This design comes from an exercise in tuning for small area, a short achievable clock period and few clock cycles per item on the open sky130 flow, not from production work. In this exercise RTL edits were held to simulation tests only and were not proved equivalent to the original.

File: flow/standard.sh
#!/bin/bash
# synth_recipe.tcl (not shown) runs the flow's synth.tcl, then flattens the netlist and writes it again
# the make line also repeats each setting of config.mk as NAME=value (left out here)
make -C /OpenROAD-flow-scripts/flow DESIGN_CONFIG=/design/flow/config.mk WORK_HOME=/design/flow/orfs CLKGATE_MAP_FILE= SYNTH_SCRIPT=/design/flow/synth_recipe.tcl "${@:-finish}"
File: flow/flow/run.sh
#!/bin/bash
# The standard layout, with two changes to how it is made:
#  - Yosys's synth runs without its early ABC pass (SYNTH_ARGS=-noabc), so
#    that the full adders are found before the logic is remapped and do not
#    need inverters around them; the final ABC mapping is unchanged;
#  - repair_timing is asked for extra setup slack so that the gates on the
#    filter loop are sized for speed.
# The SDC (clock period, I/O delays) is the standard flow's own and is not touched.
set -euo pipefail
export SETUP_SLACK_MARGIN=26
export MAKEFLAGS="SYNTH_ARGS=-noabc"
bash standard.sh > standard.log 2>&1
File: flow/constraint.sdc
create_clock -name core_clock -period 35.0 [get_ports {clk}]
set_input_delay 7.0000 -clock core_clock [delete_from_list [all_inputs] [get_ports {clk}]]
set_output_delay 7.0000 -clock core_clock [all_outputs]
set_load 0.01 [all_outputs]
File: flow/config.mk
export PLATFORM = sky130hd
export DESIGN_NAME = amf_rx
export DESIGN_NICKNAME = amf_rx
export VERILOG_FILES = /design/flow/design.v
export SDC_FILE = /design/flow/constraint.sdc
export NUM_CORES = 4
export LEC_CHECK = 0
export ABC_AREA = 1
export CAP_MARGIN = 20
export CORE_MARGIN = 2
export CORE_UTILIZATION = 40
export CTS_BUF_LIST = sky130_fd_sc_hd__clkbuf_8
export SLEW_MARGIN = 20
File: flow/design.v
module mul07_tree (input wire [23:0] ms, input wire sh, output wire [48:0] w);
    wire nsh = ~sh;
    wire t1 = ms[17] ^ ms[16];
    wire t2 = ms[17] & ms[16];
    wire t3 = ms[18] ^ ms[17] ^ ms[14];
    wire t4 = (ms[18] & ms[17]) | (ms[18] & ms[14]) | (ms[17] & ms[14]);
    wire t5 = ms[19] ^ ms[18] ^ ms[15];
    wire t6 = (ms[19] & ms[18]) | (ms[19] & ms[15]) | (ms[18] & ms[15]);
    wire t7 = ms[20] ^ ms[19] ^ ms[16];
    wire t8 = (ms[20] & ms[19]) | (ms[20] & ms[16]) | (ms[19] & ms[16]);
    wire t9 = ms[15] ^ ms[12];
    wire t10 = ms[15] & ms[12];
    wire t11 = ms[21] ^ ms[20] ^ ms[17];
    wire t12 = (ms[21] & ms[20]) | (ms[21] & ms[17]) | (ms[20] & ms[17]);
    wire t13 = ms[16] ^ ms[13] ^ ms[12];
    wire t14 = (ms[16] & ms[13]) | (ms[16] & ms[12]) | (ms[13] & ms[12]);
    wire t15 = ms[9] ^ ms[8];
    wire t16 = ms[9] & ms[8];
    wire t17 = ms[22] ^ ms[21] ^ ms[18];
    wire t18 = (ms[22] & ms[21]) | (ms[22] & ms[18]) | (ms[21] & ms[18]);
    wire t19 = ms[17] ^ ms[14] ^ ms[13];
    wire t20 = (ms[17] & ms[14]) | (ms[17] & ms[13]) | (ms[14] & ms[13]);
    wire t21 = ms[10] ^ ms[9] ^ ms[6];
    wire t22 = (ms[10] & ms[9]) | (ms[10] & ms[6]) | (ms[9] & ms[6]);
    wire t23 = ms[5] ^ ms[2];
    wire t24 = ms[5] & ms[2];
    wire t25 = ms[23] ^ ms[22] ^ ms[19];
    wire t26 = (ms[23] & ms[22]) | (ms[23] & ms[19]) | (ms[22] & ms[19]);
    wire t27 = ms[18] ^ ms[15] ^ ms[14];
    wire t28 = (ms[18] & ms[15]) | (ms[18] & ms[14]) | (ms[15] & ms[14]);
    wire t29 = ms[11] ^ ms[10] ^ ms[7];
    wire t30 = (ms[11] & ms[10]) | (ms[11] & ms[7]) | (ms[10] & ms[7]);
    wire t31 = ms[6] ^ ms[3] ^ ms[2];
    wire t32 = (ms[6] & ms[3]) | (ms[6] & ms[2]) | (ms[3] & ms[2]);
    wire t33 = ms[23] ^ ms[20] ^ ms[19];
    wire t34 = (ms[23] & ms[20]) | (ms[23] & ms[19]) | (ms[20] & ms[19]);
    wire t35 = ms[16] ^ ms[15] ^ ms[12];
    wire t36 = (ms[16] & ms[15]) | (ms[16] & ms[12]) | (ms[15] & ms[12]);
    wire t37 = ms[11] ^ ms[8] ^ ms[7];
    wire t38 = (ms[11] & ms[8]) | (ms[11] & ms[7]) | (ms[8] & ms[7]);
    wire t39 = ms[4] ^ ms[3];
    wire t40 = ms[4] & ms[3];
    wire t41 = ms[21] ^ ms[20] ^ ms[17];
    wire t42 = (ms[21] & ms[20]) | (ms[21] & ms[17]) | (ms[20] & ms[17]);
    wire t43 = ms[16] ^ ms[13] ^ ms[12];
    wire t44 = (ms[16] & ms[13]) | (ms[16] & ms[12]) | (ms[13] & ms[12]);
    wire t45 = ms[9] ^ ms[8] ^ ms[5];
    wire t46 = (ms[9] & ms[8]) | (ms[9] & ms[5]) | (ms[8] & ms[5]);
    wire t47 = ms[22] ^ ms[21] ^ ms[18];
    wire t48 = (ms[22] & ms[21]) | (ms[22] & ms[18]) | (ms[21] & ms[18]);
    wire t49 = ms[17] ^ ms[14] ^ ms[13];
    wire t50 = (ms[17] & ms[14]) | (ms[17] & ms[13]) | (ms[14] & ms[13]);
    wire t51 = ms[10] ^ ms[9];
    wire t52 = ms[10] & ms[9];
    wire t53 = ms[23] ^ ms[22] ^ ms[19];
    wire t54 = (ms[23] & ms[22]) | (ms[23] & ms[19]) | (ms[22] & ms[19]);
    wire t55 = ms[18] ^ ms[15] ^ ms[14];
    wire t56 = (ms[18] & ms[15]) | (ms[18] & ms[14]) | (ms[15] & ms[14]);
    wire t57 = ms[11] ^ ms[10];
    wire t58 = ms[11] & ms[10];
    wire t59 = ms[23] ^ ms[20] ^ ms[19];
    wire t60 = (ms[23] & ms[20]) | (ms[23] & ms[19]) | (ms[20] & ms[19]);
    wire t61 = ms[16] ^ ms[15] ^ ms[12];
    wire t62 = (ms[16] & ms[15]) | (ms[16] & ms[12]) | (ms[15] & ms[12]);
    wire t63 = ms[21] ^ ms[20] ^ ms[17];
    wire t64 = (ms[21] & ms[20]) | (ms[21] & ms[17]) | (ms[20] & ms[17]);
    wire t65 = ms[22] ^ ms[21];
    wire t66 = ms[22] & ms[21];
    wire t67 = ms[23] ^ ms[22];
    wire t68 = ms[23] & ms[22];
    wire t69 = ms[12] ^ ms[11];
    wire t70 = ms[12] & ms[11];
    wire t71 = ms[13] ^ ms[12] ^ ms[9];
    wire t72 = (ms[13] & ms[12]) | (ms[13] & ms[9]) | (ms[12] & ms[9]);
    wire t73 = ms[8] ^ ms[5];
    wire t74 = ms[8] & ms[5];
    wire t75 = ms[14] ^ ms[13] ^ ms[10];
    wire t76 = (ms[14] & ms[13]) | (ms[14] & ms[10]) | (ms[13] & ms[10]);
    wire t77 = ms[9] ^ ms[6] ^ ms[5];
    wire t78 = (ms[9] & ms[6]) | (ms[9] & ms[5]) | (ms[6] & ms[5]);
    wire t79 = ms[15] ^ ms[14] ^ ms[11];
    wire t80 = (ms[15] & ms[14]) | (ms[15] & ms[11]) | (ms[14] & ms[11]);
    wire t81 = ms[10] ^ ms[7] ^ ms[6];
    wire t82 = (ms[10] & ms[7]) | (ms[10] & ms[6]) | (ms[7] & ms[6]);
    wire t83 = ms[16] ^ ms[15] ^ ms[12];
    wire t84 = (ms[16] & ms[15]) | (ms[16] & ms[12]) | (ms[15] & ms[12]);
    wire t85 = ms[11] ^ ms[8] ^ ms[7];
    wire t86 = (ms[11] & ms[8]) | (ms[11] & ms[7]) | (ms[8] & ms[7]);
    wire t87 = ms[4] ^ ms[3];
    wire t88 = ms[4] & ms[3];
    wire t89 = ms[13] ^ ms[12] ^ ms[9];
    wire t90 = (ms[13] & ms[12]) | (ms[13] & ms[9]) | (ms[12] & ms[9]);
    wire t91 = ms[8] ^ ms[5] ^ ms[4];
    wire t92 = (ms[8] & ms[5]) | (ms[8] & ms[4]) | (ms[5] & ms[4]);
    wire t93 = ms[1] ^ ms[0] ^ t1;
    wire t94 = (ms[1] & ms[0]) | (ms[1] & t1) | (ms[0] & t1);
    wire t95 = ms[13] ^ ms[10] ^ ms[9];
    wire t96 = (ms[13] & ms[10]) | (ms[13] & ms[9]) | (ms[10] & ms[9]);
    wire t97 = ms[6] ^ ms[5] ^ ms[2];
    wire t98 = (ms[6] & ms[5]) | (ms[6] & ms[2]) | (ms[5] & ms[2]);
    wire t99 = ms[1] ^ t2 ^ t3;
    wire t100 = (ms[1] & t2) | (ms[1] & t3) | (t2 & t3);
    wire t101 = ms[14] ^ ms[11] ^ ms[10];
    wire t102 = (ms[14] & ms[11]) | (ms[14] & ms[10]) | (ms[11] & ms[10]);
    wire t103 = ms[7] ^ ms[6] ^ ms[3];
    wire t104 = (ms[7] & ms[6]) | (ms[7] & ms[3]) | (ms[6] & ms[3]);
    wire t105 = ms[2] ^ t4 ^ t5;
    wire t106 = (ms[2] & t4) | (ms[2] & t5) | (t4 & t5);
    wire t107 = ms[11] ^ ms[8] ^ ms[7];
    wire t108 = (ms[11] & ms[8]) | (ms[11] & ms[7]) | (ms[8] & ms[7]);
    wire t109 = ms[4] ^ ms[3] ^ ms[0];
    wire t110 = (ms[4] & ms[3]) | (ms[4] & ms[0]) | (ms[3] & ms[0]);
    wire t111 = t6 ^ t7 ^ t9;
    wire t112 = (t6 & t7) | (t6 & t9) | (t7 & t9);
    wire t113 = ms[5] ^ ms[4] ^ ms[1];
    wire t114 = (ms[5] & ms[4]) | (ms[5] & ms[1]) | (ms[4] & ms[1]);
    wire t115 = ms[0] ^ t8 ^ t10;
    wire t116 = (ms[0] & t8) | (ms[0] & t10) | (t8 & t10);
    wire t117 = t11 ^ t13 ^ t15;
    wire t118 = (t11 & t13) | (t11 & t15) | (t13 & t15);
    wire t119 = ms[1] ^ 1'b1 ^ t12;
    wire t120 = (ms[1] & 1'b1) | (ms[1] & t12) | (1'b1 & t12);
    wire t121 = t14 ^ t16 ^ t17;
    wire t122 = (t14 & t16) | (t14 & t17) | (t16 & t17);
    wire t123 = t19 ^ t21 ^ t23;
    wire t124 = (t19 & t21) | (t19 & t23) | (t21 & t23);
    wire t125 = ms[0] ^ t18 ^ t20;
    wire t126 = (ms[0] & t18) | (ms[0] & t20) | (t18 & t20);
    wire t127 = t22 ^ t24 ^ t25;
    wire t128 = (t22 & t24) | (t22 & t25) | (t24 & t25);
    wire t129 = t27 ^ t29 ^ t31;
    wire t130 = (t27 & t29) | (t27 & t31) | (t29 & t31);
    wire t131 = ms[1] ^ t26 ^ t28;
    wire t132 = (ms[1] & t26) | (ms[1] & t28) | (t26 & t28);
    wire t133 = t30 ^ t32 ^ t33;
    wire t134 = (t30 & t32) | (t30 & t33) | (t32 & t33);
    wire t135 = t35 ^ t37 ^ t39;
    wire t136 = (t35 & t37) | (t35 & t39) | (t37 & t39);
    wire t137 = ms[4] ^ ms[2] ^ t34;
    wire t138 = (ms[4] & ms[2]) | (ms[4] & t34) | (ms[2] & t34);
    wire t139 = t36 ^ t38 ^ t40;
    wire t140 = (t36 & t38) | (t36 & t40) | (t38 & t40);
    wire t141 = t41 ^ t43 ^ t45;
    wire t142 = (t41 & t43) | (t41 & t45) | (t43 & t45);
    wire t143 = ms[6] ^ ms[5] ^ ms[3];
    wire t144 = (ms[6] & ms[5]) | (ms[6] & ms[3]) | (ms[5] & ms[3]);
    wire t145 = t42 ^ t44 ^ t46;
    wire t146 = (t42 & t44) | (t42 & t46) | (t44 & t46);
    wire t147 = t47 ^ t49 ^ t51;
    wire t148 = (t47 & t49) | (t47 & t51) | (t49 & t51);
    wire t149 = ms[7] ^ ms[6] ^ ms[4];
    wire t150 = (ms[7] & ms[6]) | (ms[7] & ms[4]) | (ms[6] & ms[4]);
    wire t151 = t48 ^ t50 ^ t52;
    wire t152 = (t48 & t50) | (t48 & t52) | (t50 & t52);
    wire t153 = t53 ^ t55 ^ t57;
    wire t154 = (t53 & t55) | (t53 & t57) | (t55 & t57);
    wire t155 = ms[11] ^ ms[8] ^ ms[7];
    wire t156 = (ms[11] & ms[8]) | (ms[11] & ms[7]) | (ms[8] & ms[7]);
    wire t157 = ms[5] ^ t54 ^ t56;
    wire t158 = (ms[5] & t54) | (ms[5] & t56) | (t54 & t56);
    wire t159 = t58 ^ t59 ^ t61;
    wire t160 = (t58 & t59) | (t58 & t61) | (t59 & t61);
    wire t161 = ms[16] ^ ms[13] ^ ms[12];
    wire t162 = (ms[16] & ms[13]) | (ms[16] & ms[12]) | (ms[13] & ms[12]);
    wire t163 = ms[9] ^ ms[8] ^ ms[6];
    wire t164 = (ms[9] & ms[8]) | (ms[9] & ms[6]) | (ms[8] & ms[6]);
    wire t165 = t60 ^ t62 ^ t63;
    wire t166 = (t60 & t62) | (t60 & t63) | (t62 & t63);
    wire t167 = ms[18] ^ ms[17] ^ ms[14];
    wire t168 = (ms[18] & ms[17]) | (ms[18] & ms[14]) | (ms[17] & ms[14]);
    wire t169 = ms[13] ^ ms[10] ^ ms[9];
    wire t170 = (ms[13] & ms[10]) | (ms[13] & ms[9]) | (ms[10] & ms[9]);
    wire t171 = ms[7] ^ t64 ^ t65;
    wire t172 = (ms[7] & t64) | (ms[7] & t65) | (t64 & t65);
    wire t173 = ms[19] ^ ms[18] ^ ms[15];
    wire t174 = (ms[19] & ms[18]) | (ms[19] & ms[15]) | (ms[18] & ms[15]);
    wire t175 = ms[14] ^ ms[11] ^ ms[10];
    wire t176 = (ms[14] & ms[11]) | (ms[14] & ms[10]) | (ms[11] & ms[10]);
    wire t177 = ms[8] ^ t66 ^ t67;
    wire t178 = (ms[8] & t66) | (ms[8] & t67) | (t66 & t67);
    wire t179 = ms[23] ^ ms[20] ^ ms[19];
    wire t180 = (ms[23] & ms[20]) | (ms[23] & ms[19]) | (ms[20] & ms[19]);
    wire t181 = ms[16] ^ ms[15] ^ ms[12];
    wire t182 = (ms[16] & ms[15]) | (ms[16] & ms[12]) | (ms[15] & ms[12]);
    wire t183 = ms[11] ^ ms[9] ^ t68;
    wire t184 = (ms[11] & ms[9]) | (ms[11] & t68) | (ms[9] & t68);
    wire t185 = ms[21] ^ ms[20] ^ ms[17];
    wire t186 = (ms[21] & ms[20]) | (ms[21] & ms[17]) | (ms[20] & ms[17]);
    wire t187 = ms[16] ^ ms[13] ^ ms[12];
    wire t188 = (ms[16] & ms[13]) | (ms[16] & ms[12]) | (ms[13] & ms[12]);
    wire t189 = ms[22] ^ ms[21] ^ ms[18];
    wire t190 = (ms[22] & ms[21]) | (ms[22] & ms[18]) | (ms[21] & ms[18]);
    wire t191 = ms[17] ^ ms[14];
    wire t192 = ms[17] & ms[14];
    wire t193 = ms[23] ^ ms[22] ^ ms[19];
    wire t194 = (ms[23] & ms[22]) | (ms[23] & ms[19]) | (ms[22] & ms[19]);
    wire t195 = ms[18] ^ ms[15];
    wire t196 = ms[18] & ms[15];
    wire t197 = ms[23] ^ ms[20] ^ ms[19];
    wire t198 = (ms[23] & ms[20]) | (ms[23] & ms[19]) | (ms[20] & ms[19]);
    wire t199 = ms[8] ^ ms[7];
    wire t200 = ms[8] & ms[7];
    wire t201 = ms[9] ^ ms[8] ^ ms[5];
    wire t202 = (ms[9] & ms[8]) | (ms[9] & ms[5]) | (ms[8] & ms[5]);
    wire t203 = ms[4] ^ ms[1];
    wire t204 = ms[4] & ms[1];
    wire t205 = ms[10] ^ ms[9] ^ ms[6];
    wire t206 = (ms[10] & ms[9]) | (ms[10] & ms[6]) | (ms[9] & ms[6]);
    wire t207 = ms[5] ^ ms[2] ^ ms[1];
    wire t208 = (ms[5] & ms[2]) | (ms[5] & ms[1]) | (ms[2] & ms[1]);
    wire t209 = ms[11] ^ ms[10] ^ ms[7];
    wire t210 = (ms[11] & ms[10]) | (ms[11] & ms[7]) | (ms[10] & ms[7]);
    wire t211 = ms[6] ^ ms[3] ^ ms[2];
    wire t212 = (ms[6] & ms[3]) | (ms[6] & ms[2]) | (ms[3] & ms[2]);
    wire t213 = ms[8] ^ ms[7] ^ ms[4];
    wire t214 = (ms[8] & ms[7]) | (ms[8] & ms[4]) | (ms[7] & ms[4]);
    wire t215 = ms[3] ^ ms[0] ^ t69;
    wire t216 = (ms[3] & ms[0]) | (ms[3] & t69) | (ms[0] & t69);
    wire t217 = ms[4] ^ ms[1] ^ ms[0];
    wire t218 = (ms[4] & ms[1]) | (ms[4] & ms[0]) | (ms[1] & ms[0]);
    wire t219 = t70 ^ t71 ^ t73;
    wire t220 = (t70 & t71) | (t70 & t73) | (t71 & t73);
    wire t221 = ms[2] ^ ms[1] ^ t72;
    wire t222 = (ms[2] & ms[1]) | (ms[2] & t72) | (ms[1] & t72);
    wire t223 = t74 ^ t75 ^ t77;
    wire t224 = (t74 & t75) | (t74 & t77) | (t75 & t77);
    wire t225 = ms[3] ^ ms[2] ^ t76;
    wire t226 = (ms[3] & ms[2]) | (ms[3] & t76) | (ms[2] & t76);
    wire t227 = t78 ^ t79 ^ t81;
    wire t228 = (t78 & t79) | (t78 & t81) | (t79 & t81);
    wire t229 = ms[0] ^ t80 ^ t82;
    wire t230 = (ms[0] & t80) | (ms[0] & t82) | (t80 & t82);
    wire t231 = t83 ^ t85 ^ t87;
    wire t232 = (t83 & t85) | (t83 & t87) | (t85 & t87);
    wire t233 = t84 ^ t86 ^ t88;
    wire t234 = (t84 & t86) | (t84 & t88) | (t86 & t88);
    wire t235 = t89 ^ t91 ^ t93;
    wire t236 = (t89 & t91) | (t89 & t93) | (t91 & t93);
    wire t237 = t90 ^ t92 ^ t94;
    wire t238 = (t90 & t92) | (t90 & t94) | (t92 & t94);
    wire t239 = t95 ^ t97 ^ t99;
    wire t240 = (t95 & t97) | (t95 & t99) | (t97 & t99);
    wire t241 = t96 ^ t98 ^ t100;
    wire t242 = (t96 & t98) | (t96 & t100) | (t98 & t100);
    wire t243 = t101 ^ t103 ^ t105;
    wire t244 = (t101 & t103) | (t101 & t105) | (t103 & t105);
    wire t245 = t102 ^ t104 ^ t106;
    wire t246 = (t102 & t104) | (t102 & t106) | (t104 & t106);
    wire t247 = t107 ^ t109 ^ t111;
    wire t248 = (t107 & t109) | (t107 & t111) | (t109 & t111);
    wire t249 = t108 ^ t110 ^ t112;
    wire t250 = (t108 & t110) | (t108 & t112) | (t110 & t112);
    wire t251 = t113 ^ t115 ^ t117;
    wire t252 = (t113 & t115) | (t113 & t117) | (t115 & t117);
    wire t253 = t114 ^ t116 ^ t118;
    wire t254 = (t114 & t116) | (t114 & t118) | (t116 & t118);
    wire t255 = t119 ^ t121 ^ t123;
    wire t256 = (t119 & t121) | (t119 & t123) | (t121 & t123);
    wire t257 = t120 ^ t122 ^ t124;
    wire t258 = (t120 & t122) | (t120 & t124) | (t122 & t124);
    wire t259 = t125 ^ t127 ^ t129;
    wire t260 = (t125 & t127) | (t125 & t129) | (t127 & t129);
    wire t261 = t126 ^ t128 ^ t130;
    wire t262 = (t126 & t128) | (t126 & t130) | (t128 & t130);
    wire t263 = t131 ^ t133 ^ t135;
    wire t264 = (t131 & t133) | (t131 & t135) | (t133 & t135);
    wire t265 = t132 ^ t134 ^ t136;
    wire t266 = (t132 & t134) | (t132 & t136) | (t134 & t136);
    wire t267 = t137 ^ t139 ^ t141;
    wire t268 = (t137 & t139) | (t137 & t141) | (t139 & t141);
    wire t269 = t138 ^ t140 ^ t142;
    wire t270 = (t138 & t140) | (t138 & t142) | (t140 & t142);
    wire t271 = t143 ^ t145 ^ t147;
    wire t272 = (t143 & t145) | (t143 & t147) | (t145 & t147);
    wire t273 = t144 ^ t146 ^ t148;
    wire t274 = (t144 & t146) | (t144 & t148) | (t146 & t148);
    wire t275 = t149 ^ t151 ^ t153;
    wire t276 = (t149 & t151) | (t149 & t153) | (t151 & t153);
    wire t277 = t150 ^ t152 ^ t154;
    wire t278 = (t150 & t152) | (t150 & t154) | (t152 & t154);
    wire t279 = t155 ^ t157 ^ t159;
    wire t280 = (t155 & t157) | (t155 & t159) | (t157 & t159);
    wire t281 = t156 ^ t158 ^ t160;
    wire t282 = (t156 & t158) | (t156 & t160) | (t158 & t160);
    wire t283 = t161 ^ t163 ^ t165;
    wire t284 = (t161 & t163) | (t161 & t165) | (t163 & t165);
    wire t285 = t162 ^ t164 ^ t166;
    wire t286 = (t162 & t164) | (t162 & t166) | (t164 & t166);
    wire t287 = t167 ^ t169 ^ t171;
    wire t288 = (t167 & t169) | (t167 & t171) | (t169 & t171);
    wire t289 = t168 ^ t170 ^ t172;
    wire t290 = (t168 & t170) | (t168 & t172) | (t170 & t172);
    wire t291 = t173 ^ t175 ^ t177;
    wire t292 = (t173 & t175) | (t173 & t177) | (t175 & t177);
    wire t293 = t174 ^ t176 ^ t178;
    wire t294 = (t174 & t176) | (t174 & t178) | (t176 & t178);
    wire t295 = t179 ^ t181 ^ t183;
    wire t296 = (t179 & t181) | (t179 & t183) | (t181 & t183);
    wire t297 = ms[10] ^ t180 ^ t182;
    wire t298 = (ms[10] & t180) | (ms[10] & t182) | (t180 & t182);
    wire t299 = t184 ^ t185 ^ t187;
    wire t300 = (t184 & t185) | (t184 & t187) | (t185 & t187);
    wire t301 = ms[13] ^ ms[11] ^ t186;
    wire t302 = (ms[13] & ms[11]) | (ms[13] & t186) | (ms[11] & t186);
    wire t303 = t188 ^ t189 ^ t191;
    wire t304 = (t188 & t189) | (t188 & t191) | (t189 & t191);
    wire t305 = ms[14] ^ ms[12] ^ t190;
    wire t306 = (ms[14] & ms[12]) | (ms[14] & t190) | (ms[12] & t190);
    wire t307 = t192 ^ t193 ^ t195;
    wire t308 = (t192 & t193) | (t192 & t195) | (t193 & t195);
    wire t309 = ms[16] ^ ms[15] ^ ms[13];
    wire t310 = (ms[16] & ms[15]) | (ms[16] & ms[13]) | (ms[15] & ms[13]);
    wire t311 = t194 ^ t196 ^ t197;
    wire t312 = (t194 & t196) | (t194 & t197) | (t196 & t197);
    wire t313 = ms[21] ^ ms[20] ^ ms[17];
    wire t314 = (ms[21] & ms[20]) | (ms[21] & ms[17]) | (ms[20] & ms[17]);
    wire t315 = ms[16] ^ ms[14] ^ t198;
    wire t316 = (ms[16] & ms[14]) | (ms[16] & t198) | (ms[14] & t198);
    wire t317 = ms[22] ^ ms[21] ^ ms[18];
    wire t318 = (ms[22] & ms[21]) | (ms[22] & ms[18]) | (ms[21] & ms[18]);
    wire t319 = ms[17] ^ ms[15];
    wire t320 = ms[17] & ms[15];
    wire t321 = ms[23] ^ ms[22] ^ ms[19];
    wire t322 = (ms[23] & ms[22]) | (ms[23] & ms[19]) | (ms[22] & ms[19]);
    wire t323 = ms[18] ^ ms[16];
    wire t324 = ms[18] & ms[16];
    wire t325 = ms[23] ^ ms[20] ^ ms[19];
    wire t326 = (ms[23] & ms[20]) | (ms[23] & ms[19]) | (ms[20] & ms[19]);
    wire t327 = ms[5] ^ ms[4];
    wire t328 = ms[5] & ms[4];
    wire t329 = ms[6] ^ ms[5] ^ ms[2];
    wire t330 = (ms[6] & ms[5]) | (ms[6] & ms[2]) | (ms[5] & ms[2]);
    wire t331 = ms[7] ^ ms[6] ^ ms[3];
    wire t332 = (ms[7] & ms[6]) | (ms[7] & ms[3]) | (ms[6] & ms[3]);
    wire t333 = ms[4] ^ ms[3] ^ ms[0];
    wire t334 = (ms[4] & ms[3]) | (ms[4] & ms[0]) | (ms[3] & ms[0]);
    wire t335 = ms[0] ^ t200 ^ t201;
    wire t336 = (ms[0] & t200) | (ms[0] & t201) | (t200 & t201);
    wire t337 = t202 ^ t204 ^ t205;
    wire t338 = (t202 & t204) | (t202 & t205) | (t204 & t205);
    wire t339 = t206 ^ t208 ^ t209;
    wire t340 = (t206 & t208) | (t206 & t209) | (t208 & t209);
    wire t341 = t210 ^ t212 ^ t213;
    wire t342 = (t210 & t212) | (t210 & t213) | (t212 & t213);
    wire t343 = t214 ^ t216 ^ t217;
    wire t344 = (t214 & t216) | (t214 & t217) | (t216 & t217);
    wire t345 = t218 ^ t220 ^ t221;
    wire t346 = (t218 & t220) | (t218 & t221) | (t220 & t221);
    wire t347 = t222 ^ t224 ^ t225;
    wire t348 = (t222 & t224) | (t222 & t225) | (t224 & t225);
    wire t349 = t226 ^ t228 ^ t229;
    wire t350 = (t226 & t228) | (t226 & t229) | (t228 & t229);
    wire t351 = t230 ^ t232 ^ t233;
    wire t352 = (t230 & t232) | (t230 & t233) | (t232 & t233);
    wire t353 = t234 ^ t236 ^ t237;
    wire t354 = (t234 & t236) | (t234 & t237) | (t236 & t237);
    wire t355 = t238 ^ t240 ^ t241;
    wire t356 = (t238 & t240) | (t238 & t241) | (t240 & t241);
    wire t357 = t242 ^ t244 ^ t245;
    wire t358 = (t242 & t244) | (t242 & t245) | (t244 & t245);
    wire t359 = t246 ^ t248 ^ t249;
    wire t360 = (t246 & t248) | (t246 & t249) | (t248 & t249);
    wire t361 = t250 ^ t252 ^ t253;
    wire t362 = (t250 & t252) | (t250 & t253) | (t252 & t253);
    wire t363 = t254 ^ t256 ^ t257;
    wire t364 = (t254 & t256) | (t254 & t257) | (t256 & t257);
    wire t365 = t258 ^ t260 ^ t261;
    wire t366 = (t258 & t260) | (t258 & t261) | (t260 & t261);
    wire t367 = t262 ^ t264 ^ t265;
    wire t368 = (t262 & t264) | (t262 & t265) | (t264 & t265);
    wire t369 = t266 ^ t268 ^ t269;
    wire t370 = (t266 & t268) | (t266 & t269) | (t268 & t269);
    wire t371 = t270 ^ t272 ^ t273;
    wire t372 = (t270 & t272) | (t270 & t273) | (t272 & t273);
    wire t373 = t274 ^ t276 ^ t277;
    wire t374 = (t274 & t276) | (t274 & t277) | (t276 & t277);
    wire t375 = t278 ^ t280 ^ t281;
    wire t376 = (t278 & t280) | (t278 & t281) | (t280 & t281);
    wire t377 = t282 ^ t284 ^ t285;
    wire t378 = (t282 & t284) | (t282 & t285) | (t284 & t285);
    wire t379 = t286 ^ t288 ^ t289;
    wire t380 = (t286 & t288) | (t286 & t289) | (t288 & t289);
    wire t381 = t290 ^ t292 ^ t293;
    wire t382 = (t290 & t292) | (t290 & t293) | (t292 & t293);
    wire t383 = t294 ^ t296 ^ t297;
    wire t384 = (t294 & t296) | (t294 & t297) | (t296 & t297);
    wire t385 = t298 ^ t300 ^ t301;
    wire t386 = (t298 & t300) | (t298 & t301) | (t300 & t301);
    wire t387 = t302 ^ t304 ^ t305;
    wire t388 = (t302 & t304) | (t302 & t305) | (t304 & t305);
    wire t389 = t306 ^ t308 ^ t309;
    wire t390 = (t306 & t308) | (t306 & t309) | (t308 & t309);
    wire t391 = t310 ^ t312 ^ t313;
    wire t392 = (t310 & t312) | (t310 & t313) | (t312 & t313);
    wire t393 = t314 ^ t316 ^ t317;
    wire t394 = (t314 & t316) | (t314 & t317) | (t316 & t317);
    wire t395 = t318 ^ t320 ^ t321;
    wire t396 = (t318 & t320) | (t318 & t321) | (t320 & t321);
    wire t397 = ms[17] ^ t322 ^ t324;
    wire t398 = (ms[17] & t322) | (ms[17] & t324) | (t322 & t324);
    wire t399 = ms[21] ^ ms[20] ^ ms[18];
    wire t400 = (ms[21] & ms[20]) | (ms[21] & ms[18]) | (ms[20] & ms[18]);
    wire t401 = ms[22] ^ ms[21];
    wire t402 = ms[22] & ms[21];
    wire t403 = ms[23] ^ ms[22];
    wire t404 = ms[23] & ms[22];
    wire t405 = ms[4] ^ ms[3];
    wire t406 = ms[4] & ms[3];
    wire t407 = ms[1] ^ ms[0] ^ t327;
    wire t408 = (ms[1] & ms[0]) | (ms[1] & t327) | (ms[0] & t327);
    wire t409 = ms[1] ^ t328 ^ t329;
    wire t410 = (ms[1] & t328) | (ms[1] & t329) | (t328 & t329);
    wire t411 = ms[2] ^ t330 ^ t331;
    wire t412 = (ms[2] & t330) | (ms[2] & t331) | (t330 & t331);
    wire t413 = t199 ^ t332 ^ t333;
    wire t414 = (t199 & t332) | (t199 & t333) | (t332 & t333);
    wire t415 = t203 ^ t334 ^ t335;
    wire t416 = (t203 & t334) | (t203 & t335) | (t334 & t335);
    wire t417 = t207 ^ t336 ^ t337;
    wire t418 = (t207 & t336) | (t207 & t337) | (t336 & t337);
    wire t419 = t211 ^ t338 ^ t339;
    wire t420 = (t211 & t338) | (t211 & t339) | (t338 & t339);
    wire t421 = t215 ^ t340 ^ t341;
    wire t422 = (t215 & t340) | (t215 & t341) | (t340 & t341);
    wire t423 = t219 ^ t342 ^ t343;
    wire t424 = (t219 & t342) | (t219 & t343) | (t342 & t343);
    wire t425 = t223 ^ t344 ^ t345;
    wire t426 = (t223 & t344) | (t223 & t345) | (t344 & t345);
    wire t427 = t227 ^ t346 ^ t347;
    wire t428 = (t227 & t346) | (t227 & t347) | (t346 & t347);
    wire t429 = t231 ^ t348 ^ t349;
    wire t430 = (t231 & t348) | (t231 & t349) | (t348 & t349);
    wire t431 = t235 ^ t350 ^ t351;
    wire t432 = (t235 & t350) | (t235 & t351) | (t350 & t351);
    wire t433 = t239 ^ t352 ^ t353;
    wire t434 = (t239 & t352) | (t239 & t353) | (t352 & t353);
    wire t435 = t243 ^ t354 ^ t355;
    wire t436 = (t243 & t354) | (t243 & t355) | (t354 & t355);
    wire t437 = t247 ^ t356 ^ t357;
    wire t438 = (t247 & t356) | (t247 & t357) | (t356 & t357);
    wire t439 = t251 ^ t358 ^ t359;
    wire t440 = (t251 & t358) | (t251 & t359) | (t358 & t359);
    wire t441 = t255 ^ t360 ^ t361;
    wire t442 = (t255 & t360) | (t255 & t361) | (t360 & t361);
    wire t443 = t259 ^ t362 ^ t363;
    wire t444 = (t259 & t362) | (t259 & t363) | (t362 & t363);
    wire t445 = t263 ^ t364 ^ t365;
    wire t446 = (t263 & t364) | (t263 & t365) | (t364 & t365);
    wire t447 = t267 ^ t366 ^ t367;
    wire t448 = (t267 & t366) | (t267 & t367) | (t366 & t367);
    wire t449 = t271 ^ t368 ^ t369;
    wire t450 = (t271 & t368) | (t271 & t369) | (t368 & t369);
    wire t451 = t275 ^ t370 ^ t371;
    wire t452 = (t275 & t370) | (t275 & t371) | (t370 & t371);
    wire t453 = t279 ^ t372 ^ t373;
    wire t454 = (t279 & t372) | (t279 & t373) | (t372 & t373);
    wire t455 = t283 ^ t374 ^ t375;
    wire t456 = (t283 & t374) | (t283 & t375) | (t374 & t375);
    wire t457 = t287 ^ t376 ^ t377;
    wire t458 = (t287 & t376) | (t287 & t377) | (t376 & t377);
    wire t459 = t291 ^ t378 ^ t379;
    wire t460 = (t291 & t378) | (t291 & t379) | (t378 & t379);
    wire t461 = t295 ^ t380 ^ t381;
    wire t462 = (t295 & t380) | (t295 & t381) | (t380 & t381);
    wire t463 = t299 ^ t382 ^ t383;
    wire t464 = (t299 & t382) | (t299 & t383) | (t382 & t383);
    wire t465 = t303 ^ t384 ^ t385;
    wire t466 = (t303 & t384) | (t303 & t385) | (t384 & t385);
    wire t467 = t307 ^ t386 ^ t387;
    wire t468 = (t307 & t386) | (t307 & t387) | (t386 & t387);
    wire t469 = t311 ^ t388 ^ t389;
    wire t470 = (t311 & t388) | (t311 & t389) | (t388 & t389);
    wire t471 = t315 ^ t390 ^ t391;
    wire t472 = (t315 & t390) | (t315 & t391) | (t390 & t391);
    wire t473 = t319 ^ t392 ^ t393;
    wire t474 = (t319 & t392) | (t319 & t393) | (t392 & t393);
    wire t475 = t323 ^ t394 ^ t395;
    wire t476 = (t323 & t394) | (t323 & t395) | (t394 & t395);
    wire t477 = t325 ^ t396 ^ t397;
    wire t478 = (t325 & t396) | (t325 & t397) | (t396 & t397);
    wire t479 = t326 ^ t398 ^ t399;
    wire t480 = (t326 & t398) | (t326 & t399) | (t398 & t399);
    wire t481 = ms[19] ^ t400 ^ t401;
    wire t482 = (ms[19] & t400) | (ms[19] & t401) | (t400 & t401);
    wire t483 = ms[20] ^ t402 ^ t403;
    wire t484 = (ms[20] & t402) | (ms[20] & t403) | (t402 & t403);
    wire t485 = ms[23] ^ ms[21] ^ t404;
    wire t486 = (ms[23] & ms[21]) | (ms[23] & t404) | (ms[21] & t404);
    wire t487 = t440 ^ t441 ^ nsh;
    wire t488 = (t440 & t441) | (t440 & nsh) | (t441 & nsh);
    wire t489 = t442 ^ t443;
    wire t490 = t442 & t443;
    wire t491 = t444 ^ t445;
    wire t492 = t444 & t445;
    wire t493 = t446 ^ t447;
    wire t494 = t446 & t447;
    wire t495 = t448 ^ t449;
    wire t496 = t448 & t449;
    wire t497 = t450 ^ t451;
    wire t498 = t450 & t451;
    wire t499 = t452 ^ t453;
    wire t500 = t452 & t453;
    wire t501 = t454 ^ t455;
    wire t502 = t454 & t455;
    wire t503 = t456 ^ t457;
    wire t504 = t456 & t457;
    wire t505 = t458 ^ t459;
    wire t506 = t458 & t459;
    wire t507 = t460 ^ t461;
    wire t508 = t460 & t461;
    wire t509 = t462 ^ t463;
    wire t510 = t462 & t463;
    wire t511 = t464 ^ t465;
    wire t512 = t464 & t465;
    wire t513 = t466 ^ t467;
    wire t514 = t466 & t467;
    wire t515 = t468 ^ t469;
    wire t516 = t468 & t469;
    wire t517 = t470 ^ t471;
    wire t518 = t470 & t471;
    wire t519 = t472 ^ t473;
    wire t520 = t472 & t473;
    wire t521 = t474 ^ t475;
    wire t522 = t474 & t475;
    wire t523 = t476 ^ t477;
    wire t524 = t476 & t477;
    wire t525 = t478 ^ t479;
    wire t526 = t478 & t479;
    wire t527 = t480 ^ t481;
    wire t528 = t480 & t481;
    wire t529 = t482 ^ t483;
    wire t530 = t482 & t483;
    wire t531 = t484 ^ t485;
    wire t532 = t484 & t485;
    wire t533 = ms[22] ^ t486;
    wire t534 = ms[22] & t486;
    wire [48:0] ra = {1'b0, 1'b0, t534, t532, t530, t528, t526, t524, t522, t520, t518, t516, t514, t512, t510, t508, t506, t504, t502, t500, t498, t496, t494, t492, t490, t488, t487, t438, t436, t434, t432, t430, t428, t426, t424, t422, t420, t418, t416, t414, t412, t410, t408, t406, ms[0], ms[3], ms[2], ms[1], ms[0]};
    wire [48:0] rb = {1'b0, 1'b0, ms[23], t533, t531, t529, t527, t525, t523, t521, t519, t517, t515, t513, t511, t509, t507, t505, t503, t501, t499, t497, t495, t493, t491, t489, 1'b0, t439, t437, t435, t433, t431, t429, t427, t425, t423, t421, t419, t417, t415, t413, t411, t409, t407, t405, ms[2], ms[1], ms[0], 1'b0};
    assign w = ra + rb;
endmodule
module filt_step (
    input  wire [30:0] s,
    input  wire        hs,        
    input  wire [7:0]  te,
    input  wire [23:0] tm,
    output wire [30:0] y,
    output wire        hy         
);
    wire [7:0]  es  = s[30:23];
    wire [23:0] ms  = {hs, s[22:0]};
    wire        big = es > 8'd1;
    wire        p47 = ms >= 24'hB6DB6E;         
    wire        sh  = big & ~p47;               
    wire [48:0] w;
    mul07_tree u_tree (.ms(ms), .sh(sh), .w(w));
    wire [7:0]  esf = big ? es : 8'd1;
    wire [7:0]  eh  = esf - {7'd0, sh};
    wire        hge = eh >= te;
    wire [24:0] mh  = sh ? w[47:23] : w[48:24];    
    wire [7:0]  da  = eh - te;
    wire        fa  = da > 8'd27;
    wire [27:0] tx  = {1'b0, tm, 3'b000};
    wire [27:0] ts  = tx >> da[4:0];
    wire        tl  = fa ? (|tm) : (|(tx & ~(28'hFFFFFFF << da[4:0])));
    wire [27:0] tz  = fa ? {27'd0, tl} : {ts[27:1], ts[0] | tl};
    wire [7:0]  db  = te - esf + 8'd1;
    wire        fb  = db > 8'd28;
    wire [28:0] hx  = {w[48:24], w[23] & sh, 3'b000};
    wire [28:0] hsh = hx >> db[4:0];
    wire        hl  = fb ? (|hx) : (|(hx & ~(29'h1FFFFFFF << db[4:0])));
    wire [27:0] hz  = fb ? {27'd0, hl} : {hsh[27:1], hsh[0] | hl};
    wire [24:0] xa  = hge ? mh : {1'b0, tm};
    wire [27:0] zb  = hge ? tz : hz;
    wire [7:0]  ex  = hge ? eh : te;
    wire [2:0]  low = zb[2:0];
    wire [24:0] zh  = zb[27:3];
    wire [25:0] ya  = {1'b0, xa} + {1'b0, zh};
    wire [26:0] yc  = {1'b0, xa, 1'b1} + {1'b0, zh, 1'b1};
    wire [25:0] yb  = yc[26:1];                 
    wire        ovf = ya[24];
    wire        inc0 = low[2] & (low[1] | low[0] | ya[0]);
    wire        inc1 = ya[0] & ((|low) | ya[1]);
    wire [24:0] m0  = inc0 ? yb[24:0] : ya[24:0];
    wire [24:0] m1  = inc1 ? yb[25:1] : ya[25:1];
    wire [24:0] mn  = ovf ? m1 : m0;
    wire [24:0] px  = xa ^ zh;
    wire        ro0 = inc0 & (&px[23:0]) & ~px[24];
    wire        ro1 = inc1 & (&px[24:0]);
    wire [7:0]  exm = ex - 8'd1;
    wire [7:0]  ex1 = ex + 8'd1;
    wire [7:0]  ex2 = ex + 8'd2;
    wire        sub = (ex == 8'd1);
    wire [7:0]  ey0 = ro0 ? ex1 : ((sub & ~m0[23]) ? exm : ex);
    wire [7:0]  ey1 = ro1 ? ex2 : ex1;
    wire [7:0]  ey  = ovf ? ey1 : ey0;
    assign y  = {ey, mn[22:0]};
    assign hy = ~sub | ovf | m0[24] | m0[23];
endmodule
module mul03_pre (
    input  wire [30:0] x,
    output wire [25:0] mx2,
    output wire [7:0]  er
);
    wire [7:0]  ex  = x[30:23];
    wire [23:0] mx  = {ex != 8'd0, x[22:0]};
    wire        q47 = mx >= 24'hD55555;         
    wire        lo  = ex < 8'd2;
    wire        e2  = ex == 8'd2;
    assign mx2 = lo ? {2'b00, mx} : (e2 | q47) ? {1'b0, mx, 1'b0} : {mx, 2'b00};
    assign er  = (lo | e2) ? 8'd1 : (q47 ? ex - 8'd1 : ex - 8'd2);
endmodule
module mul03 (
    input  wire [25:0] mx2,
    input  wire [7:0]  er,
    output wire [7:0]  e,
    output wire [23:0] m
);
    wire [29:0] b9  = {4'd0, mx2} + {1'b0, mx2, 3'b000};
    wire [33:0] b153 = {4'd0, b9} + {b9, 4'd0};
    wire [49:0] q   = {16'd0, b153} + {8'd0, b153, 8'd0} + {b153, 16'd0} + {24'd0, mx2};
    wire [23:0] mt  = q[48:25];
    wire        g   = q[24];
    wire        st  = |mx2[22:0];                 
    wire        inc = g & (st | mt[0]);
    wire [24:0] mr  = {1'b0, mt} + {24'd0, inc};
    assign m = mr[24] ? 24'h800000 : mr[23:0];
    assign e = mr[24] ? er + 8'd1 : er;
endmodule
module amf_rx (
    input  wire        clk,
    input  wire        rst,
    input  wire        in_valid,
    output wire        in_ready,
    input  wire [31:0] sample,
    output reg         frm_valid,
    output wire [63:0] frm_payload,
    output reg         frm_crc_ok
);
    assign in_ready = 1'b1;
    reg        m_valid;
    reg [25:0] m_x2;             
    reg [7:0]  m_er;             
    wire [25:0] x2_next;
    wire [7:0]  er_next;
    mul03_pre u_pre (.x(sample[30:0]), .mx2(x2_next), .er(er_next));
    always @(posedge clk) begin
        m_valid <= in_valid & ~rst;
        m_x2    <= x2_next;
        m_er    <= er_next;
    end
    reg        t_valid;
    reg [7:0]  t_e;
    reg [23:0] t_m;
    wire [7:0]  te_next;
    wire [23:0] tm_next;
    mul03 u_new (.mx2(m_x2), .er(m_er), .e(te_next), .m(tm_next));
    always @(posedge clk) begin
        t_valid <= m_valid & ~rst;
        t_e     <= te_next;
        t_m     <= tm_next;
    end
    reg  [30:0] smoothed;
    reg         smoothed_h;      
    wire        smoothed_h_next;
    reg  [4:0]  decim_count;
    reg         fwd_valid;
    wire [30:0] smoothed_next;
    filt_step u_filt (.s(smoothed), .hs(smoothed_h), .te(t_e), .tm(t_m),
                      .y(smoothed_next), .hy(smoothed_h_next));
    always @(posedge clk) begin
        if (rst) begin
            smoothed    <= 31'd0;
            smoothed_h  <= 1'b0;
            decim_count <= 5'd0;
            fwd_valid   <= 1'b0;
        end else begin
            fwd_valid <= t_valid && decim_count == 5'd16;
            if (t_valid) begin
                smoothed    <= smoothed_next;
                smoothed_h  <= smoothed_h_next;
                decim_count <= (decim_count == 5'd16) ? 5'd0 : decim_count + 5'd1;
            end
        end
    end
    wire        chip_valid;
    wire        chip;
    peak_ser u_peak (.clk(clk), .rst(rst), .start(fwd_valid), .v(smoothed),
                     .chip(chip), .chip_valid(chip_valid));
    localparam [1:0] LOW_A = 2'd0, LOW_B = 2'd1, HIGH_A = 2'd2, HIGH_B = 2'd3;
    localparam [15:0] X48A = 16'h807B;    
    localparam [11:0] X48Q = 12'h913;     
    reg        last_chip;
    reg  [2:0] since_edge;
    reg  [1:0] phase;
    reg [47:0] frame;           
    reg  [3:0] ones;            
    reg [15:0] rem_a;           
    reg [11:0] rem_q;           
    wire [2:0] since_next = (chip != last_chip) ? 3'd1 : since_edge + 3'd1;
    wire       mid_bit    = (since_next == 3'd4);
    wire       emit       = chip_valid && mid_bit && phase[0];
    wire       d          = phase[1];
    wire       match      = ~frame[47] && (ones == 4'd15);
    reg [1:0] phase_next;
    always @* begin
        case (phase)
            LOW_A:   phase_next = chip ? HIGH_B : LOW_A;
            LOW_B:   phase_next = chip ? HIGH_A : LOW_A;
            HIGH_A:  phase_next = chip ? HIGH_A : LOW_B;
            default: phase_next = chip ? HIGH_A : LOW_A;
        endcase
    end
    wire [16:0] ra  = {rem_a, d};
    wire [15:0] ra1 = (ra[16] ? ra[15:0] ^ 16'h8005 : ra[15:0]) ^ (frame[47] ? X48A : 16'd0);
    wire [12:0] rq  = {rem_q, d};
    wire [11:0] rq1 = (rq[12] ? rq[11:0] ^ 12'h805 : rq[11:0]) ^ (frame[47] ? X48Q : 12'd0);
    wire [3:0]  brand = frame[46:43];
    wire        crc_next = (brand == 4'd2 || brand == 4'd10) ? (rq1 == 12'd0 && frame[2:0] == 3'd0 && ~d)
                                                           : (ra1 == 16'd0);
    always @(posedge clk) begin
        if (rst) begin
            last_chip  <= 1'b0;
            since_edge <= 3'd0;
            phase      <= LOW_A;
        end else if (chip_valid) begin
            last_chip  <= chip;
            since_edge <= since_next;
            if (mid_bit)
                phase <= phase_next;
        end
    end
    always @(posedge clk) begin
        if (rst || frm_valid) begin
            frame     <= 48'd0;
            ones      <= 4'd0;
            rem_a     <= 16'd0;
            rem_q     <= 12'd0;
            frm_valid <= 1'b0;
        end else if (emit) begin
            frame     <= {frame[46:0], d};
            ones      <= frame[47] ? ones + {3'd0, ones != 4'd15} : 4'd0;
            rem_a     <= ra1;
            rem_q     <= rq1;
            frm_valid <= match;
        end
    end
    always @(posedge clk)
        frm_crc_ok <= crc_next;
    assign frm_payload = {16'hFFFE, frame};
endmodule
module peak_ser (
    input  wire        clk,
    input  wire        rst,
    input  wire        start,
    input  wire [30:0] v,
    output reg         chip,
    output reg         chip_valid
);
    localparam [25:0] FLOOR = 26'hAAAAAB;       
    localparam [25:0] ONE   = 26'h2000000;
    reg  [25:0] ook_max;        
    reg  [25:0] cr;             
    reg         busy;
    reg  [3:0]  cnt;
    reg         vsmall, c_ge_f, c_gt_q, dhi, fl, thi;
    reg         bo;             
    reg         gt;             
    reg  [1:0]  zc;             
    reg         zz;             
    wire [7:0]  ve = v[30:23];
    wire [25:0] c  = (ve >= 8'd127) ? ONE :
                     (ve == 8'd126) ? {1'b0, 1'b1, v[22:0], 1'b0} :
                                      {2'b00, 1'b1, v[22:0]};
    wire        first = cnt == 4'd0;
    wire [25:0] delta = dhi ? 26'd3356 : 26'd3355;
    wire [1:0]  dk    = delta[{cnt, 1'b0} +: 2];
    wire [2:0]  dt    = {1'b0, ook_max[1:0]} - {1'b0, dk} - {2'b00, bo};
    wire [1:0]  dd    = dt[1:0];
    wire [1:0]  cc    = cr[1:0];
    wire        gt_n  = (cc > dd) | ((cc == dd) & gt);
    wire [1:0]  z4c   = first ? 2'b00 : cr[25:24];
    wire        dprev = ~first & ook_max[25];
    wire [1:0]  znd   = ~dd;
    wire [1:0]  zn2d  = {~dd[0], ~dprev};
    wire [1:0]  zk    = thi ? (first ? 2'b10 : 2'b11) : 2'b00;
    wire [3:0]  zs    = {2'b00, z4c} + {2'b00, znd} + {2'b00, zn2d} + {2'b00, zk} + {2'b00, zc};
    wire [3:0]  zt    = {2'b00, cr[25:24]} + 4'd3 + {2'b00, 1'b1, ~ook_max[25]} + {2'b00, thi, thi} + {2'b00, zc};
    wire        zsign = zt[2] ^ thi;           
    wire [2:0]  ztop  = {zsign, zt[1:0]};
    wire        zeq   = zz & (ztop == 3'd0);
    wire        zpos  = ~zsign & ~zeq;
    wire        gt_d  = zpos | (zeq & (thi ? cr[1] : cr[0]));
    wire        take  = ~vsmall & (fl ? c_ge_f : gt);
    wire        chp   = take | (~vsmall & (fl ? c_gt_q : gt_d));
    always @(posedge clk) begin
        if (rst) begin
            ook_max    <= FLOOR;
            busy       <= 1'b0;
            chip_valid <= 1'b0;
        end else begin
            chip_valid <= 1'b0;
            if (start) begin
                busy   <= 1'b1;
                cnt    <= 4'd0;
                cr     <= c;
                vsmall <= ve < 8'd125;
                c_ge_f <= c >= FLOOR;
                c_gt_q <= c > 26'h800000;      
                dhi    <= ook_max >= 26'd16780572;    
                fl     <= ook_max < 26'd11188166;     
                thi    <= ook_max >= 26'd22372978;    
                bo     <= 1'b0;
                gt     <= 1'b0;
                zc     <= 2'd0;
                zz     <= 1'b1;
            end else if (busy) begin
                if (cnt != 4'd13) begin
                    cnt     <= cnt + 4'd1;
                    cr      <= {cr[1:0], cr[25:2]};
                    ook_max <= {dd, ook_max[25:2]};
                    bo      <= dt[2];
                    gt      <= gt_n;
                    zc      <= zs[3:2];
                    zz      <= zz & (zs[1:0] == 2'd0);
                end else begin
                    busy       <= 1'b0;
                    chip       <= chp;
                    chip_valid <= 1'b1;
                    ook_max    <= take ? cr : (fl ? FLOOR : ook_max);
                end
            end
        end
    end
endmodule
==> notes.md, run 1 <==
# TYPE chip_impl_metric gauge
chip_impl_metric{name="hpwl",unit="mm"} 88.05
chip_impl_metric{name="setup_violations",unit=""} 0
chip_impl_metric{name="grt_remaining_overflow",unit=""} 0
chip_impl_metric{name="chipHeight",unit="um"} 297.2
chip_impl_metric{name="avgViaCountPerCell",unit=""} 5.376
chip_impl_metric{name="tns",unit="ns"} 0
chip_impl_metric{name="drive_above_1_share",unit="%"} 9.786
chip_impl_metric{name="placement.io_buffers",unit=""} 83
chip_impl_info{name="timing.critical_path.slowest_stage_cell",value="sky130_fd_sc_hd__clkdlybuf4s50_1"} 1
chip_impl_metric{name="fmax",unit="MHz"} 113.5
chip_impl_metric{name="worst_skew_pair_latency",unit="ns"} 0.63
chip_impl_metric{name="clock-skew-final",unit="ns"} 0.04124
chip_impl_info{name="yosys.cell_count.top_type",value="sky130_fd_sc_hd__nand2_1"} 1
chip_impl_metric{name="design.portCount",unit=""} 102
chip_impl_metric{name="dieArea",unit="mm^2"} 0.08835
chip_impl_info{name="outcome",value="complete, no violations"} 1
chip_impl_info{name="cts_root_buffer",value="sky130_fd_sc_hd__clkbuf_8"} 1
chip_impl_metric{name="initial_standard_cell_utilization_of_the_core",unit="%"} 40.39
chip_impl_metric{name="worst_ep_arrival_time",unit="ns"} 9.31
chip_impl_metric{name="detailed_routing_iterations_pass_1",unit=""} 6
chip_impl_metric{name="synth_seq_cells",unit=""} 264
chip_impl_metric{name="period_minus_slack",unit="ns"} 8.811
chip_impl_metric{name="syn-mean-instance-area",unit="um^2"} 6.838
chip_impl_metric{name="route.final.wire_length",unit="mm"} 110.8
chip_impl_info{name="min-delay-path-class",value="reg -> reg"} 1
chip_impl_info{name="worstSetupStartpointType",value="input pin"} 1
chip_impl_metric{name="instances_no_fill",unit=""} 6285
chip_impl_metric{name="cts_max_level",unit=""} 2
chip_impl_info{name="setup.worst_path.end_class",value="flop"} 1
chip_impl_metric{name="first_pass_grt_wire_length",unit="mm"} 172.7
chip_impl_metric{name="dp.cells",unit=""} 6145
chip_impl_info{name="crit_chain",value="clkdlybuf4s50_1 -> nor2_2 -> inv_1 -> nor3_4 -> nand2_1 -> nand4_1 -> o32ai_1 -> a21oi_1 -> nand2_2 -> nor2_4 -> buf_8 -> clkinvlp_4 -> a21oi_1 -> o21ai_0 -> o21ai_0"} 1
chip_impl_metric{name="fill_cells",unit=""} 8828
chip_impl_metric{name="drt-wirelength-per-cell",unit="um"} 17.63
chip_impl_metric{name="worst-r2r-cell-count",unit=""} 39
chip_impl_metric{name="critPathMaxStageDelay",unit="ns"} 0.47
chip_impl_metric{name="critical_path_cell_count",unit=""} 15
chip_impl_metric{name="critical_path_required",unit="ns"} 35.50
chip_impl_metric{name="cts-root-to-sink-buffers",unit=""} 3
chip_impl_metric{name="area.growth.synth_to_final",unit="%"} 13.90
chip_impl_metric{name="via_count_of_the_first_global_routing_pass",unit=""} 31760
chip_impl_metric{name="chipWidth",unit="um"} 297.2
chip_impl_metric{name="period_share",unit="%"} 25.17
chip_impl_metric{name="gp_congestion",unit=""} 0.9866
chip_impl_metric{name="drtIter0Drc",unit=""} 2558
chip_impl_metric{name="portion_of_the_post_synthesis_area_used_by_sequential_elements",unit="%"} 16.59
chip_impl_metric{name="max-cap-violations",unit=""} 0
chip_impl_metric{name="hold_depth",unit=""} 2
chip_impl_metric{name="track_usage",unit="%"} 24.00
chip_impl_metric{name="post-route-drc-count",unit=""} 0
chip_impl_metric{name="synth-edff-count",unit=""} 42
chip_impl_metric{name="path_clk_slew",unit="ns"} 0.06
chip_impl_metric{name="rows",unit=""} 107
chip_impl_metric{name="routed-via-count",unit=""} 33790
chip_impl_metric{name="tritoncts_buffers",unit=""} 45
chip_impl_metric{name="syn_area",unit="mm^2"} 0.03439
chip_impl_metric{name="timing.critical_path.buf_inv",unit=""} 4
chip_impl_metric{name="antenna_violating_nets_post_route",unit=""} 0
chip_impl_metric{name="core",unit="mm^2"} 0.08515
chip_impl_metric{name="cts_hold_buf",unit=""} 0
chip_impl_metric{name="proportion_of_synthesized_flip_flops_having_asynchronous_set_or_reset",unit="%"} 0
chip_impl_info{name="synthTopCellsByArea",value="sky130_fd_sc_hd__dfxtp_1, sky130_fd_sc_hd__fa_1, sky130_fd_sc_hd__ha_1"} 1
chip_impl_info{name="post_synth_top_cells",value="sky130_fd_sc_hd__nand2_1, sky130_fd_sc_hd__inv_1, sky130_fd_sc_hd__nor2_1, sky130_fd_sc_hd__o21ai_0, sky130_fd_sc_hd__a21oi_1"} 1
chip_impl_info{name="timing_worst_setup_path_type",value="in -> reg"} 1
chip_impl_info{name="critical-path-top-delay-family",value="buffers and inverters"} 1
chip_impl_metric{name="tightest_slew",unit="ns"} 0.9057
chip_impl_metric{name="worstPathMaxFanout",unit=""} 6
chip_impl_info{name="unrepaired_setup_endpoints_after_global_routing",value="no"} 1
chip_impl_metric{name="grt_max_degree",unit=""} 83
chip_impl_metric{name="hold_violations",unit=""} 0
chip_impl_info{name="cts_tree",value="yes"} 1
chip_impl_metric{name="synthesis.yosys.warnings",unit=""} 2
chip_impl_metric{name="postSynthCellCount",unit=""} 5030
chip_impl_metric{name="finalNetCount",unit=""} 5670
chip_impl_metric{name="slew_headroom",unit="%"} 38.98
chip_impl_info{name="synth_top_cell_by_area",value="sky130_fd_sc_hd__dfxtp_1"} 1
chip_impl_metric{name="grt_antenna_before_repair",unit=""} 1
chip_impl_metric{name="unique_cell_type_count_in_the_yosys_netlist",unit=""} 78
chip_impl_metric{name="finalMaxSlewViolations",unit=""} 0
chip_impl_metric{name="clkSinkCount",unit=""} 264
chip_impl_info{name="synth_ff_type",value="sky130_fd_sc_hd__dfxtp_1"} 1
chip_impl_metric{name="synth_top_cell_area_share",unit="%"} 12.92
==> per-stage QoR <==
step | util (%) | worst slack, ns | cell area (um^2) | hold WS [ns]
3_3_place_gp | 42.59 | 24.82 | 36270 | 0.3989
6_report | 46.01 | 26.19 | 39170 | 0.4124
3_5_place_dp | 42.59 | 24.81 | 36270 | 0.4114
2_1_floorplan | - | 26.17 | 34460 | 0.3883
5_1_grt | 46.01 | 25.91 | 39170 | 0.4374
4_1_cts | 44.27 | 26.01 | 37700 | 0.4203
==> logic make-up after synthesis <==
| logic type | count (synthesis) | share of synthesized area, % |
|---|---|---|
| DFF | 264 | 16.59 |
| other | 2 | 0.02184 |
| buffers and inverters | 834 | 9.495 |
| adders and majority gates | 531 | 23.88 |
| AOI/OAI and AO/OA | 1104 | 18.27 |
| and+or+nand+nor | 2066 | 25.61 |
| xor gates and xnor gates | 221 | 5.901 |
| muxes | 8 | 0.2328 |
==> final timing paths <==
kind / from / endpoint / slack [ns]
worst max register to register: smoothed[6] / smoothed_h / 26.35
worst min register to register: m_valid / t_valid / 0.41
worst min-delay path: m_valid / t_valid / 0.41
worst max-delay path: sample[28] / m_x2[18] / 26.19
==> area by class of cell <==
type | count | area [um^2] | share of cell area [%]
clock buffer | 61 | 839.6 | 2.143
sequential | 264 | 5768 | 14.72
clock inverter | 22 | 157.7 | 0.4024
tap | 1144 | 1431 | 3.654
multi-input combinational | 3949 | 26810 | 68.43
antenna | 1 | 2.502 | 0.006388
inverter | 670 | 2530 | 6.458
timing repair inverter | 6 | 45.04 | 0.1150
timing repair buffer | 168 | 1592 | 4.063
==> per-layer routing <==
metal,vias to the layer above,routed length [um],global-route usage [%]
met5,-,0,0
met4,0,4070,8.886
met3,204,4963,1.928
met2,948,52290,40.38
met1,15820,49500,32.10
li1,16820,-,-
==> flip-flops by register name (all words and copies together) (netlist names), 2 cells and up <==
| register | flops |
|---|---|
| phase | 2 |
| ones | 4 |
| rem_q | 12 |
| frame | 48 |
| rem_a | 16 |
| m_x2 | 26 |
| since_edge | 3 |
| u_peak.cnt | 4 |
| decim_count | 5 |
| smoothed | 31 |
| u_peak.cr | 26 |
| u_peak.ook_max | 26 |
| t_e | 8 |
| m_er | 8 |
| t_m | 24 |
| u_peak.zc | 2 |
==> cell usage in the layout (no fill, tap or decap), types with 28 or more instances in the layout <==
cell type                         netlist  final
sky130_fd_sc_hd__nand2_1             1067   1050
sky130_fd_sc_hd__inv_1                631    639
sky130_fd_sc_hd__nor2_1               465    445
sky130_fd_sc_hd__o21ai_0              430    414
sky130_fd_sc_hd__a21oi_1              400    372
sky130_fd_sc_hd__nand3_1              294    288
sky130_fd_sc_hd__ha_1                 322    282
sky130_fd_sc_hd__dfxtp_1              222    200
sky130_fd_sc_hd__fa_1                 209    192
sky130_fd_sc_hd__xor2_1               149    130
sky130_fd_sc_hd__clkdlybuf4s50_1        0     80
sky130_fd_sc_hd__buf_4                 24     73
sky130_fd_sc_hd__nand4_1               69     69
sky130_fd_sc_hd__clkbuf_8               0     61
sky130_fd_sc_hd__o21ai_1               42     55
sky130_fd_sc_hd__xnor2_1               64     54
sky130_fd_sc_hd__nor3_1                52     49
sky130_fd_sc_hd__edfxtp_1              42     42
sky130_fd_sc_hd__o211ai_1              37     37
sky130_fd_sc_hd__inv_2                 32     36
sky130_fd_sc_hd__nand2_2               20     35
sky130_fd_sc_hd__nor4_1                29     28
==> worst register-to-register path, delay by kind of cell, from the launching register on <==
kind | cells | cell delay, ns
fa+ha+maj | 9 | 3.93
compound gates | 9 | 1.69
simple gates | 13 | 1.57
buf+inv | 7 | 0.81
flops | 1 | 0.31
xor+xnor | 1 | 0.22
==> repair_timing <==
item,CTS,global route
cloned,3,5
pin swaps,10,44
buffers inserted,15,33
resized for setup,85,223
setup endpoints to repair,76,85
hold endpoints to repair,0,0
Testbench counts, summed over its fixed seeds: cycles 882,746, items 882,746.
==> inputs of run 2 (changes only) <==
--- a/flow/flow/run.sh
+++ b/flow/flow/run.sh
@@ -8,5 +8,5 @@
 # The SDC (clock period, I/O delays) is the standard flow's own and is not touched.
 set -euo pipefail
-export SETUP_SLACK_MARGIN=26
+export SETUP_SLACK_MARGIN=25.5
 export MAKEFLAGS="SYNTH_ARGS=-noabc"
 bash standard.sh > standard.log 2>&1
--- a/flow/config.mk
+++ b/flow/config.mk
@@ -10,4 +10,3 @@
 export CORE_MARGIN = 2
 export CORE_UTILIZATION = 40
-export CTS_BUF_LIST = sky130_fd_sc_hd__clkbuf_8
 export SLEW_MARGIN = 20
==> run 2 against run 1 <==
  * Worst setup slack got worse by 0.34 ns
  * Sequential share of layout area rose by 0.37 points
  * Final area is 2.8% lower
  * Critical path depth is 1 higher
  * Still clean
  * Global-route usage fell by 0.21 points
  * Cell count fell by 0.91%
  * Critical path type unchanged
  * Critical endpoint unchanged
==> notes.md, run 2 <==
# TYPE chip_impl_metric gauge
chip_impl_info{name="outcome",value="complete, no violations"} 1
chip_impl_metric{name="finalMaxSlewViolations",unit=""} 0
chip_impl_metric{name="complex_gate_fraction_of_the_synthesized_area",unit="%"} 18.27
chip_impl_metric{name="synthesis.yosys.warnings",unit=""} 2
chip_impl_metric{name="area.growth.synth_to_final",unit="%"} 10.70
chip_impl_info{name="synth_top_cell_by_area",value="sky130_fd_sc_hd__dfxtp_1"} 1
chip_impl_info{name="min-delay-path-class",value="reg -> reg"} 1
chip_impl_metric{name="critPathMaxStageDelay",unit="ns"} 0.47
chip_impl_metric{name="proportion_of_synthesized_flip_flops_having_asynchronous_set_or_reset",unit="%"} 0
chip_impl_info{name="cts_tree",value="yes"} 1
chip_impl_metric{name="max-cap-violations",unit=""} 0
chip_impl_metric{name="setup_violations",unit=""} 0
chip_impl_metric{name="avgViaCountPerCell",unit=""} 5.384
chip_impl_metric{name="postLayoutSetupSlackWorst",unit="ns"} 25.85
chip_impl_metric{name="core",unit="mm^2"} 0.08515
chip_impl_metric{name="dpl_worst_slack",unit="ns"} 24.81
chip_impl_metric{name="finalNetCount",unit=""} 5626
chip_impl_metric{name="syn_area",unit="mm^2"} 0.03439
chip_impl_metric{name="cts_hold_buf",unit=""} 0
chip_impl_metric{name="initial_standard_cell_utilization_of_the_core",unit="%"} 40.39
chip_impl_metric{name="period_share",unit="%"} 26.13
-- run 2: cell count changes in the layout (fill, tap and decap cells not counted), moves of 14 or more --
cell,delta
sky130_fd_sc_hd__clkbuf_8,-57
sky130_fd_sc_hd__clkbuf_16,+29
sky130_fd_sc_hd__ha_1,+26
sky130_fd_sc_hd__ha_4,-18
sky130_fd_sc_hd__buf_4,-16
sky130_fd_sc_hd__a21oi_1,+14
-- run 2: cell type report --
type                            instances  area (um^2)
Timing Repair inverter                  3        22.52
Multi-Input combinational cell       3948        26070
Fill cell                            8914        47070
Clock buffer                           37        817.0
Sequential cell                       264         5748
Clock inverter                         19        153.9
Inverter                              670         2524
Tap cell                             1144         1431
Timing Repair Buffer                  143         1310
-- run 2: worst paths after layout --
kind	from	endpoint	slack (ns)	cells after the start
worst max-delay path	sample[24]	m_x2[18]	25.85	16
worst min-delay path	m_valid	t_valid	0.41	2
worst max register to register	smoothed[12]	smoothed[10]	25.94	41
worst min register to register	m_valid	t_valid	0.41	2
-- run 2: repair_timing --
item,in CTS,in global routing
resized for setup,33,106
buffers inserted,2,22
pin swaps,2,14
endpoints found under the hold margin,0,0
gates cloned,1,2
setup endpoints to repair,49,77
-- run 2: cell families after synthesis --
| logic type | Yosys count |
|---|---|
| DFF | 264 |
| AOI/OAI and AO/OA | 1104 |
| xor gates and xnor gates | 221 |
| buffers and inverters | 834 |
| other | 2 |
| adders and majority gates | 531 |
| and+or+nand+nor | 2066 |
| muxes | 8 |
-- run 2: layer usage --
layer | up-vias | GRT usage [%] | routed length, um
met2 | 934 | 40.20 | 51060
met4 | 0 | 8.093 | 3934
met1 | 15680 | 32.01 | 48930
met5 | - | 0 | 0
met3 | 197 | 1.797 | 4726
li1 | 16720 | - | -
-- run 2: worst max-delay path: cells and delay by family --
family,cells,cell delay [ns]
AO/OA/AOI/OAI,5,0.58
adder cells (fa/ha/maj),1,0.18
buffers and inverters,6,1.21
AND/OR/NAND/NOR,4,0.65
-- run 2: stage by stage --
stage	utilization (%)	hold WS (ns)	cell area (um^2)
floorplan	-	0.3883	34460
global placement	42.59	0.3989	36270
detailed placement	42.59	0.4114	36270
CTS	43.85	0.4200	37340
global route	44.71	0.4370	38070
finish	44.71	0.4122	38070

-- port drivers added, routing unchanged --
Ports are ideal in the flow. The routed layouts listed here were re-timed in OpenROAD. Step 1 assumes that a clkbuf_16 drives the clock port and a buf_2 every other input. Step 2 times the ports against the registers' clock, not the clock port: input delays grow and output delays shrink by t, the midpoint of the rising clock arrivals with the driver on. Slacks: ideal / step 1 / step 2; pairs: ideal / step 1.
| run | t (ns) | setup slack, ns | worst setup path at the end | worst data-port slew with drivers (ns) |
|---|---|---|---|---|
| run 1 | 0.660 | 26.189 / 26.198 / 25.560 | input to register | 0.06 |
| run 2 | 0.640 | 25.853 / 25.887 / 25.247 | input to register | 0.06 |
After both steps setup and hold are still met in every run listed. The setup slack of run 1, which loses most, moves by +0.009 ns with the drivers and by -0.629 ns with both steps.
